This is an optimization exercise on Yosys and OpenROAD, whose aim is small area and a short achievable clock period, not a production implementation. Power is estimated from default activity; no workload was simulated.

## oak
==> flow/design.v <==
module lc_minmax #(
    parameter W = 12
) (
    input  wire [8*W-1:0] rd,
    output reg  [W-1:0]   mn,
    output reg  [W-1:0]   mx
);
    function automatic lt_f(input [W-1:0] a, input [W-1:0] b);              
        reg [W-1:0] g, l;                                                    
        integer k, step;                                                     
        begin                                                                
            for (k = 0; k < W; k = k + 1) begin                              
                g[k] = a[k] & ~b[k];                                         
                l[k] = ~a[k] & b[k];                                         
            end                                                              
            for (step = 1; step < W; step = step * 2)                        
                for (k = 0; k + step < W; k = k + 2 * step) begin            
                    g[k] = g[k + step] | (~l[k + step] & g[k]);              
                    l[k] = l[k + step] | (~g[k + step] & l[k]);              
                end                                                          
            lt_f = l[0];                                                     
        end                                                                  
    endfunction
    reg [W-1:0] r [0:7];
    reg         lt [0:7][0:7];    
    reg [7:0]   is_mn, is_mx;
    integer i, j;
    always @(*) begin
        for (i = 0; i < 8; i = i + 1)
            r[i] = rd[W*(8-i)-1 -: W];
        for (i = 0; i < 8; i = i + 1)
            for (j = 0; j < 8; j = j + 1)
                lt[i][j] = (i < j) ? lt_f(r[i], r[j]) : 1'b0;
        for (i = 0; i < 8; i = i + 1) begin
            is_mn[i] = 1'b1;
            is_mx[i] = 1'b1;
            for (j = 0; j < 8; j = j + 1) begin
                if (j < i) begin
                    is_mn[i] = is_mn[i] & ~lt[j][i];
                    is_mx[i] = is_mx[i] &  lt[j][i];
                end else if (j > i) begin
                    is_mn[i] = is_mn[i] &  lt[i][j];
                    is_mx[i] = is_mx[i] & ~lt[i][j];
                end
            end
        end
        mn = {W{1'b0}};
        mx = {W{1'b0}};
        for (i = 0; i < 8; i = i + 1) begin
            mn = mn | ({W{is_mn[i]}} & r[i]);
            mx = mx | ({W{is_mx[i]}} & r[i]);
        end
    end
endmodule
module lc_thresh #(
    parameter W = 12
) (
    input  wire [8*W-1:0] rd,
    input  wire [W-1:0]   mn,
    input  wire [W-1:0]   mx,
    output reg  [7:0]     pat
);
    function automatic lt_f(input [W-1:0] a, input [W-1:0] b);              
        reg [W-1:0] g, l;                                                    
        integer k, step;                                                     
        begin                                                                
            for (k = 0; k < W; k = k + 1) begin                              
                g[k] = a[k] & ~b[k];                                         
                l[k] = ~a[k] & b[k];                                         
            end                                                              
            for (step = 1; step < W; step = step * 2)                        
                for (k = 0; k + step < W; k = k + 2 * step) begin            
                    g[k] = g[k + step] | (~l[k + step] & g[k]);              
                    l[k] = l[k + step] | (~g[k + step] & l[k]);              
                end                                                          
            lt_f = l[0];                                                     
        end                                                                  
    endfunction
    reg [W-1:0] h;
    integer i;
    always @(*) begin
        h = ({1'b0, mn} + {1'b0, mx} + 1'b1) >> 1;
        for (i = 0; i < 8; i = i + 1)
            pat[7-i] = ~lt_f(rd[W*(8-i)-1 -: W], h);
    end
endmodule
module lc_lut_rom (
    input  wire [7:0] pat,
    output reg  [7:0] pos
);
    always @(*) begin
        case (pat)
            8'h18: pos = 8'h00;
            8'h10: pos = 8'h02;
            8'h38: pos = 8'h02;
            8'h08: pos = 8'hFE;
            8'h1C: pos = 8'hFE;
            8'h30: pos = 8'h03;
            8'h0C: pos = 8'hFD;
            8'h20: pos = 8'h04;
            8'h70: pos = 8'h04;
            8'h04: pos = 8'hFC;
            8'h0E: pos = 8'hFC;
            8'h60: pos = 8'h05;
            8'hE0: pos = 8'h05;
            8'h06: pos = 8'hFB;
            8'h07: pos = 8'hFB;
            8'h40: pos = 8'h06;
            8'hF0: pos = 8'h06;
            8'h02: pos = 8'hFA;
            8'h0F: pos = 8'hFA;
            8'hC0: pos = 8'h07;
            8'h03: pos = 8'hF9;
            8'h80: pos = 8'h08;
            8'h01: pos = 8'hF8;
            default: pos = 8'h80;
        endcase
    end
endmodule
module lc_stream (
    input  wire        clk,
    input  wire        rst,
    input  wire        in_valid,
    input  wire [95:0] in_rd,
    output reg         out_valid,
    output reg  [7:0]  out_pat,
    output reg  [7:0]  out_pos
);
    localparam [7:0] UNDEF = 8'h80;
    reg        v0_q, v1_q;
    reg [95:0] rd0_q, rd1_q;
    reg [11:0] mn_q, mx_q;
    wire [11:0] mn, mx;
    wire [7:0]  pat;
    wire [7:0]  lk_pos;
    lc_minmax #(.W(12)) u_mm  (.rd(rd0_q), .mn(mn), .mx(mx));
    lc_thresh #(.W(12)) u_th  (.rd(rd1_q), .mn(mn_q), .mx(mx_q), .pat(pat));
    lc_lut_rom          u_rom (.pat(pat), .pos(lk_pos));
    always @(posedge clk) begin
        rd0_q   <= in_rd;
        rd1_q   <= rd0_q;
        mn_q    <= mn;
        mx_q    <= mx;
        out_pat <= pat;
        if (rst) begin
            v0_q      <= 1'b0;
            v1_q      <= 1'b0;
            out_valid <= 1'b0;
            out_pos   <= 8'h00;
        end else begin
            v0_q      <= in_valid;
            v1_q      <= v0_q;
            out_valid <= v1_q;
            if (v1_q && lk_pos != UNDEF) out_pos <= lk_pos;
        end
    end
endmodule
clock: 22.0 ns
lec_check: 0
abc_area: 1
cap_margin: 20
core_margin: 2
core_utilization: 40
slew_margin: 20
run.sh (not shown) runs the stock make flow with config.mk's settings and CLKGATE_MAP_FILE= SYNTH_SCRIPT=/design/flow/synth_recipe.tcl, a recipe that flattens the netlist after the stock synthesis.
oak has completed all stages; timing, DRC and antenna checks passed.
The following lists how pine was set up differently from oak:
- removing ABC_AREA (formerly 1)
### Flow results
- oak vs pine, uppermost signal routing layer after detailed routing: met5 vs met4
- As far as number of max-cap violations goes, oak and pine are indistinguishable; the numbers are identical.
- Global-route usage ends up lower on pine.
- In the metrics for pine and oak, the one carrying the higher half-perimeter wire length after detailed placement is oak.
- Comparing clock power for pine and oak, the bigger number came from oak.
Function was not checked in any run of this note: the RTL went through the layout flow alone.

what the ideal ports hide:
How much do the figures lean on ideal ports? The routed layouts below were timed once more, with nothing changed but the port constraints. Step 1, drivers: a clkbuf_16 drives clk and a buf_2 each remaining input, both assumed. Step 2 also shifts input and output timing later by t, the mid clock arrival at the registers, as if the neighbouring blocks saw the same clock. a / b / c = no drivers / after step 1 / after step 2; a / b = the first two.
run | shift t [ns] | setup slack, ns | clock arrival spread, ns
oak | 0.647 | 16.120 / 16.067 / 16.608 | 0.046 / 0.047
pine | 0.607 | 16.142 / 16.088 / 16.396 | 0.026 / 0.025
After both steps every run listed still meets setup and hold.
